This is an optimization exercise on Yosys and OpenROAD, whose aim is small area, a short achievable clock period and few clock cycles, not a production implementation.
Only simulation tests tie the RTL to the original design; equivalence was not proved.
No activity file was given, so power comes from the tool's default toggle rates.

**flow/constraint.sdc**
```tcl
create_clock -name core_clock -period 5.0 [get_ports {clk}]
set_input_delay 1.0000 -clock core_clock [delete_from_list [all_inputs] [get_ports {clk}]]
set_output_delay 1.0000 -clock core_clock [all_outputs]
set_load 0.01 [all_outputs]
```
**flow/design.v**
```verilog
module chillhub_rx (
    input  wire        clk,
    input  wire        rst,
    input  wire        in_valid,
    output wire        in_ready,
    input  wire [1:0]  in_op,       
    input  wire [7:0]  in_data,     
    input  wire [1:0]  in_class,    
    input  wire [15:0] in_cb,       
    output reg         ev_valid,
    output reg  [1:0]  ev_type,     
    output reg  [15:0] ev_cb,
    output reg  [1:0]  ev_class,
    output reg  [7:0]  ev_symbol,
    output reg  [2:0]  ev_kind,
    output reg  [7:0]  ev_len,
    output reg  [7:0]  ev_data,
    output reg  [2:0]  ev_code
);
    localparam P      = 64;        
    localparam SLOTS  = 10;
    localparam [7:0] STX = 8'hFF;
    localparam [7:0] ESC = 8'hFE;
    localparam [7:0] MT_ALARM_NOTIFY  = 8'h05;
    localparam [7:0] MT_TIME_RESPONSE = 8'h07;
    localparam [7:0] DT_STRING = 8'h02;
    localparam [7:0] DT_U8     = 8'h03;
    localparam [7:0] DT_U16    = 8'h05;
    localparam [7:0] DT_U32    = 8'h07;
    localparam [7:0] DT_BOOL   = 8'h09;
    localparam [1:0] C_FRIDGE = 2'd0, C_ALARM = 2'd1, C_TIME = 2'd2, C_CLOUD = 2'd3;
    localparam [2:0] K_U8 = 3'd0, K_BOOL = 3'd1, K_U16 = 3'd2, K_U32 = 3'd3,
                     K_STRING = 3'd4, K_TIME4 = 3'd5;
    localparam [2:0] DG_CHECKSUM = 3'd2, DG_UNKNOWN = 3'd3, DG_FULL = 3'd4;
    localparam [1:0] OP_BYTE = 2'd0, OP_REG = 2'd1, OP_REMOVE = 2'd2;
    localparam [2:0] S_STX    = 3'd0,
                     S_LEN    = 3'd1,
                     S_PKT    = 3'd2,
                     S_VERIFY = 3'd3,
                     S_DECODE = 3'd4,
                     S_LOOKUP = 3'd5,
                     S_DATA   = 3'd6;
    reg [2:0]  state;
    reg        esc;           
    reg [7:0]  pkt_len;
    reg [7:0]  pkt_idx;
    reg [7:0]  pkt [0:P-1];
    reg [15:0] sum;           
    reg [15:0] rx_cs;         
    reg [1:0]  m_class;
    reg [7:0]  m_symbol;
    reg [2:0]  m_kind;
    reg [7:0]  m_len;         
    reg [7:0]  rd_idx;        
    reg [7:0]  rd_left;
    reg              slot_used [0:SLOTS-1];
    reg [7:0]        slot_sym  [0:SLOTS-1];
    reg [1:0]        slot_cls  [0:SLOTS-1];
    reg [15:0]       slot_cb   [0:SLOTS-1];
    wire receiving = (state == S_STX) || (state == S_LEN) || (state == S_PKT);
    assign in_ready = receiving;
    wire take = in_valid && in_ready;
    wire lit_ok = !(in_data == ESC && !esc);
    wire [7:0] key_sym = (state == S_LOOKUP) ? m_symbol : in_data;
    wire [1:0] key_cls = (state == S_LOOKUP) ? m_class  : in_class;
    reg [SLOTS-1:0] hit;
    reg [SLOTS-1:0] free;
    integer i;
    always @(*) begin
        for (i = 0; i < SLOTS; i = i + 1) begin
            hit[i]  = slot_used[i] && slot_sym[i] == key_sym && slot_cls[i] == key_cls;
            free[i] = !slot_used[i];
        end
    end
    reg        any_hit;
    reg [3:0]  hit_idx;
    reg        any_free;
    reg [3:0]  free_idx;
    always @(*) begin
        any_hit  = 1'b0;
        hit_idx  = 4'd0;
        any_free = 1'b0;
        free_idx = 4'd0;
        for (i = SLOTS - 1; i >= 0; i = i - 1) begin
            if (hit[i]) begin
                any_hit = 1'b1;
                hit_idx = i[3:0];
            end
            if (free[i]) begin
                any_free = 1'b1;
                free_idx = i[3:0];
            end
        end
    end
    wire [7:0] L  = pkt_len;
    wire [7:0] mt = pkt[1];
    wire [7:0] dt = pkt[2];
    wire [7:0] n  = pkt_len - 8'd3;
    reg        d_drop;
    reg [1:0]  d_class;
    reg [7:0]  d_symbol;
    reg [2:0]  d_kind;
    reg [7:0]  d_len;
    reg [7:0]  d_start;
    always @(*) begin
        d_drop   = 1'b0;
        d_class  = C_FRIDGE;
        d_symbol = mt;
        d_kind   = K_U8;
        d_len    = 8'd1;
        d_start  = 8'd3;
        if (L < 8'd3) begin
            d_drop = 1'b1;
        end else if (mt == MT_ALARM_NOTIFY) begin
            d_class  = C_ALARM;
            d_symbol = pkt[3];
            d_kind   = K_TIME4;
            d_len    = 8'd4;
            d_start  = 8'd4;
            d_drop   = (L < 8'd8);
        end else if (mt == MT_TIME_RESPONSE) begin
            d_class  = C_TIME;
            d_symbol = 8'd0;
            d_kind   = K_TIME4;
            d_len    = 8'd4;
            d_drop   = (L < 8'd7);
        end else begin
            d_class = (mt <= 8'h4F) ? C_FRIDGE : C_CLOUD;
            case (dt)
                DT_U8:     begin d_kind = K_U8;     d_len = 8'd1; d_drop = (n < 8'd1); end
                DT_BOOL:   begin d_kind = K_BOOL;   d_len = 8'd1; d_drop = (n < 8'd1); end
                DT_U16:    begin d_kind = K_U16;    d_len = 8'd2; d_drop = (n < 8'd2); end
                DT_U32:    begin d_kind = K_U32;    d_len = 8'd4; d_drop = (n < 8'd4); end
                DT_STRING: begin d_kind = K_STRING; d_len = n; end
                default:   d_drop = 1'b1;
            endcase
        end
    end
    always @(posedge clk) begin
        if (rst) begin
            state    <= S_STX;
            esc      <= 1'b0;
            ev_valid <= 1'b0;
            for (i = 0; i < SLOTS; i = i + 1)
                slot_used[i] <= 1'b0;
        end else begin
            ev_valid <= 1'b0;
            case (state)
                S_STX, S_LEN, S_PKT: begin
                    if (take) begin
                        if (in_op == OP_REG) begin
                            if (any_hit) begin
                                slot_cb[hit_idx] <= in_cb;
                            end else if (any_free) begin
                                slot_used[free_idx] <= 1'b1;
                                slot_sym[free_idx]  <= in_data;
                                slot_cls[free_idx]  <= in_class;
                                slot_cb[free_idx]   <= in_cb;
                            end else begin
                                ev_valid <= 1'b1;
                                ev_type  <= 2'd2;
                                ev_code  <= DG_FULL;
                            end
                        end else if (in_op == OP_REMOVE) begin
                            if (any_hit)
                                slot_used[hit_idx] <= 1'b0;
                        end else if (in_op == OP_BYTE) begin
                            if (state == S_STX) begin
                                if (in_data == STX) begin
                                    state <= S_LEN;
                                    esc   <= 1'b0;
                                end
                            end else if (!lit_ok) begin
                                esc <= 1'b1;
                            end else begin
                                esc <= 1'b0;
                                if (state == S_LEN) begin
                                    pkt_len <= in_data;
                                    pkt_idx <= 8'd0;
                                    sum     <= 16'd42;
                                    if ({1'b0, in_data} + 9'd2 > P)
                                        state <= S_STX;
                                    else
                                        state <= S_PKT;
                                end else begin
                                    pkt[pkt_idx[5:0]] <= in_data;
                                    if (pkt_idx < pkt_len)
                                        sum <= sum + {8'd0, in_data};
                                    else if (pkt_idx == pkt_len)
                                        rx_cs[15:8] <= in_data;
                                    else
                                        rx_cs[7:0] <= in_data;
                                    pkt_idx <= pkt_idx + 8'd1;
                                    if (pkt_idx + 8'd1 == pkt_len + 8'd2)
                                        state <= S_VERIFY;
                                end
                            end
                        end
                    end
                end
                S_VERIFY: begin
                    if (sum == rx_cs) begin
                        state <= S_DECODE;
                    end else begin
                        ev_valid <= 1'b1;
                        ev_type  <= 2'd2;
                        ev_code  <= DG_CHECKSUM;
                        state    <= S_STX;
                    end
                end
                S_DECODE: begin
                    if (d_drop) begin
                        ev_valid <= 1'b1;
                        ev_type  <= 2'd2;
                        ev_code  <= DG_UNKNOWN;
                        state    <= S_STX;
                    end else begin
                        m_class  <= d_class;
                        m_symbol <= d_symbol;
                        m_kind   <= d_kind;
                        m_len    <= d_len;
                        rd_idx   <= d_start;
                        rd_left  <= d_len;
                        state    <= S_LOOKUP;
                    end
                end
                S_LOOKUP: begin
                    if (any_hit) begin
                        ev_valid  <= 1'b1;
                        ev_type   <= 2'd0;
                        ev_cb     <= slot_cb[hit_idx];
                        ev_class  <= m_class;
                        ev_symbol <= m_symbol;
                        ev_kind   <= m_kind;
                        ev_len    <= m_len;
                        if (m_class == C_TIME)
                            slot_used[hit_idx] <= 1'b0;
                        state <= (m_len == 8'd0) ? S_STX : S_DATA;
                    end else begin
                        state <= S_STX;
                    end
                end
                S_DATA: begin
                    ev_valid <= 1'b1;
                    ev_type  <= 2'd1;
                    ev_data  <= pkt[rd_idx[5:0]];
                    rd_idx   <= rd_idx + 8'd1;
                    rd_left  <= rd_left - 8'd1;
                    if (rd_left == 8'd1)
                        state <= S_STX;
                end
                default: state <= S_STX;
            endcase
        end
    end
endmodule
```
**flow/config.mk**
```make
export PLATFORM = sky130hd
export DESIGN_NAME = chillhub_rx
export DESIGN_NICKNAME = chillhub_rx
export VERILOG_FILES = /design/flow/design.v
export SDC_FILE = /design/flow/constraint.sdc
export NUM_CORES = 4
export LEC_CHECK = 0
export CAP_MARGIN = 20
export CORE_MARGIN = 2
export CORE_UTILIZATION = 40
export PLACE_DENSITY = 0.6
export SLEW_MARGIN = 20
```
**flow/run.sh**
```bash
#!/bin/bash
# synth_recipe.tcl (not shown) runs the flow's synth.tcl, then flattens the netlist and writes it again
# the make line also repeats each setting of config.mk as NAME=value (left out here)
make -C /OpenROAD-flow-scripts/flow DESIGN_CONFIG=/design/flow/config.mk WORK_HOME=/design/flow/orfs CLKGATE_MAP_FILE= SYNTH_SCRIPT=/design/flow/synth_recipe.tcl finish
```
==> run summary <==
==> cell usage after synthesis (12+ instances only) <==
| library cell | n | share of area (%) |
|---|---|---|
| sky130_fd_sc_hd__nor3b_1 | 12 | 0.23 |
| sky130_fd_sc_hd__nand2b_1 | 35 | 0.55 |
| sky130_fd_sc_hd__edfxtp_1 | 915 | 69 |
| sky130_fd_sc_hd__nand2_1 | 95 | 0.90 |
| sky130_fd_sc_hd__nand3_1 | 53 | 0.67 |
| sky130_fd_sc_hd__nor3_1 | 40 | 0.50 |
| sky130_fd_sc_hd__a22oi_1 | 15 | 0.28 |
| sky130_fd_sc_hd__mux2_2 | 40 | 1.1 |
| sky130_fd_sc_hd__nand4_1 | 27 | 0.42 |
| sky130_fd_sc_hd__a311oi_1 | 13 | 0.29 |
| sky130_fd_sc_hd__o22ai_1 | 12 | 0.19 |
| sky130_fd_sc_hd__nor4_1 | 36 | 0.57 |
| sky130_fd_sc_hd__clkbuf_1 | 77 | 0.73 |
| sky130_fd_sc_hd__a21o_1 | 17 | 0.32 |
| sky130_fd_sc_hd__a21oi_1 | 57 | 0.72 |
| sky130_fd_sc_hd__o211ai_1 | 15 | 0.28 |
| sky130_fd_sc_hd__o21ai_0 | 47 | 0.59 |
| sky130_fd_sc_hd__xor2_1 | 72 | 1.6 |
| sky130_fd_sc_hd__xnor2_1 | 89 | 2.0 |
| sky130_fd_sc_hd__mux2i_1 | 23 | 0.58 |
| sky130_fd_sc_hd__nor2_1 | 182 | 1.7 |
| sky130_fd_sc_hd__a211oi_1 | 23 | 0.43 |
| sky130_fd_sc_hd__ha_1 | 27 | 0.85 |
| sky130_fd_sc_hd__a211o_1 | 21 | 0.46 |
| sky130_fd_sc_hd__nor2b_1 | 30 | 0.47 |
| sky130_fd_sc_hd__mux4_2 | 168 | 9.5 |
| sky130_fd_sc_hd__inv_1 | 71 | 0.67 |
| sky130_fd_sc_hd__buf_1 | 19 | 0.18 |
==> worst max path at each step <==
stage / startpoint / endpoint / slack (ns) / cells past startpoint
4_1_cts: state[1] / slot_cb[0][12] / 0.61 / 11
2_1_floorplan: in_data[0] / ev_cb[0] / 0.13 / 11
5_1_grt: state[0] / ev_cb[12] / 0.21 / 12
3_3_place_gp: in_class[1] / slot_cb[6][8] / 0.14 / 13
6_report: state[1] / slot_cb[0][12] / 0.56 / 11
3_5_place_dp: in_class[1] / slot_cb[6][8] / 0.16 / 13
==> worst max-delay path: cells and delay by family, from the launching register on <==
kind	cells	cell delay (ns)
flip-flops	1	0.34
AND/OR/NAND/NOR	4	1.51
XOR/XNOR	1	0.14
buffers and inverters	2	0.59
multiplexers	1	0.57
AO/OA/AOI/OAI	3	0.99
==> logic make-up after synthesis <==
| logic type | share of synthesized area (%) |
|---|---|
| simple gates | 7.51 |
| flops | 69.3 |
| fa+ha+maj | 0.899 |
| mux | 11.5 |
| xor+xnor | 3.54 |
| buf+inv | 1.98 |
| compound gates | 5.32 |
==> sequential cells by signal, summed over array words and instances (netlist names), 10 cells and up <==
name,cells
pkt,512
slot_cb,160
slot_sym,80
slot_cls,20
ev_cb,16
rx_cs,16
sum,16
slot_used,10
==> layer usage <==
metal  vias up  global-route usage [%]  wire, um
li1       9918                       -         -
met1     11600                    26.6     42700
met2       879                    31.8     47400
met3       169                    3.41      6680
met4         2                    6.05      2760
met5         -                       0        13
==> area by class of cell <==
type	count	share of cell area, %
clock buffers	121	5.60
flip-flops and latches	920	60.3
clock inverters	58	1.38
well taps	1287	3.52
inverters	71	0.583
repair buffers	179	3.48
multi-input cells	1314	25.1
==> metrics by stage <==
stage / setup slack (ns) / instance area, sq um
finish: 0.560 / 45700
global route: 0.213 / 45700
CTS: 0.606 / 45700
detailed placement: 0.161 / 42500
global placement: 0.143 / 42500
floorplan: 0.131 / 39800
==> report_power, final <==
group | internal [mW] | switching, mW
combinational | 0.0972 | 0.244
clock | 4.13 | 3.01
sequential | 8.47 | 0.00873
==> parameters.txt <==
Parameter                              Value

Outcome
  Result of the run  no timing/DRC/antenna violations

Clock network
  Clock tree buffer depth    3
  Clock tree from TritonCTS    yes
  Number of hold buffers added after cts    0
  Worst-path clk slew    0.06 ns
  Clock H-tree levels    3
  Total clock sinks    920
  Clock root buffer master    sky130_fd_sc_hd__clkbuf_16
  Clock insertion delay at the later pin of the skew report    0.69 ns
  PostCTS Resize Cnt    0
  Num CTS Buffers    98
  Number of buffers added for setup after CTS    0

Layout
  Final cell count without fillers    3,950
  Count of fill cells added during filler insertion    8,291
  Number of antenna repair diodes    0
  Proportion of layout cells with a drive suffix above 1    18.1%
  Total area of multi-input combinational cells    11,500 sq um
  Synthesis-to-finish area growth    14.8%
  Register cell area after layout    27,600 sq um
  Commonest non-fill, non-tap cell in the layout    sky130_fd_sc_hd__edfxtp_1
  Fin util    46.4%
  Number of nets in the finished design    2,643
  Most frequent cells in the layout    sky130_fd_sc_hd__edfxtp_1, sky130_fd_sc_hd__nor2_1, sky130_fd_sc_hd__mux4_2

Worst setup path
  Worst R2R Setup Slack    0.56 ns
  Category of the critical setup timing path    register to register
  CP Cell Sequence    and3b_2, buf_4, mux2i_2, xnor2_1, or3_1, nor3_1, o2111ai_2, a31o_2, a211o_1, nor2_1, buf_4
  Worst reg-to-reg path cell count    11
  Destination of the worst register-to-register timing path    slot_cb[0][12]
  Maximum cell stage delay along the critical path    0.57 ns
  Crit path required time    5.36 ns
  Startpoint Class    register
  Element type at the critical path end    register
  Crit path arrival time    4.80 ns
  Most used cell, CP    sky130_fd_sc_hd__buf_4
  Cell with the largest stage delay on the worst path    sky130_fd_sc_hd__and3b_2
  Peak fanout along the critical path    17
  Reg2reg start    state[1]

Floorplan
  Site row count    115
  Number of top-level design ports    83
  Width of the die    320 um
  Full die area    102,000 sq um
  Core area    98,600 sq um
  Starting utilization of the core area    40.4%
  DIE HEIGHT    320 um

Min path
  Hold Path Origin    m_kind[1]
  Tightest Hold Check Type    register to register
  Min-Delay Path Depth    0
  Endpoint of the worst hold path    ev_kind[1]

Pwr
  Power consumption    16.0 mW
  Power per cell area    349 nW/um^2
  Peak VDD IR    0.268 mV
  Leak Pwr    14.8 nW

STA
  Final Max Slew Viols    0
  Final clock skew    0.0460 ns
  Period utilisation layout    88.8%
  Fin crit period    4.44 ns
  Setup repair after global routing missed its margin    false
  F_max    225 MHz
  Worst slew margin relative to its limit    25.8%
  Transition time at the pin with the least slew margin    1.11 ns
  Hold violation total from the final report    0
  Final total negative setup slack    0 ns
  Worst hold slack after final layout    0.424 ns
  Final number of setup-violating endpoints    0

Placement
  DP Cell Count    3,771
  Number of I/O port buffers    82
  DP HPWL    65,700 um
  Gp weighted congestion    0.923

Yosys
  Sequential-to-total area share from yosys stat    69.3%
  Register bit count reported by yosys    920
  Main synth FF type    sky130_fd_sc_hd__edfxtp_1
  Synthesized instance count    2,424
  Count of flip-flops with a built-in enable after synthesis    915
  Async set-reset flop share out of synthesis    0%
  Cell variety after synth    85
  Syn_nets    2,483
  Synthesized area divided by synthesized cell count    16.4 sq um
  Yosys synthesis warning count    1
  Post-Synthesis Cell Area    39,800 sq um

Routing
  Final routed wire length divided by cell count    25.2 um
  Wire length reported by the detailed router    99,500 um
  Post-route DRC violation count    0
  Pre-antenna DRT Iters    8
  Antenna Nets Post-Route    0
  First-iteration detailed-routing DRC count    2,300
  Avg Vias per Cell    5.71
  Number of vias after detailed routing    22,600

GRT
  Global-route wire length before repair    149,000 um
  Pin count of the biggest net entering global routing    123
  Total global-route track usage    19.4%
  Number of antenna violations at the first check in global routing    5
  Leftover overflow at the end of global routing    0
  Vias in the first global route    23,200

Job
  Max-capacitance violation count    0
Testbench counts, summed over its fixed seeds: cycles 19,183.

-- afterwards: timing with drivers on the ports --
No port has a modelled driver above. Below, the same layout with a new extraction and two added sets of constraints.
Step 1 assumes that a clkbuf_16 drives the clock port and a buf_2 every other input.
Step 2, shift: input delay + t, output delay - t, t = (earliest + latest rising clock arrival at the registers) / 2. This alone moves slack from input paths to output paths.
Three values: ideal, step 1, step 2; two values: the first two.
t, ns: 0.736
setup slack, ns: 0.560 / 0.560 / 0.064
worst data-port slew with drivers (ns): 0.11
After both steps setup and hold are still met in this run. The setup slack of this run moves by 0.000 ns with the drivers and by -0.496 ns with both steps.
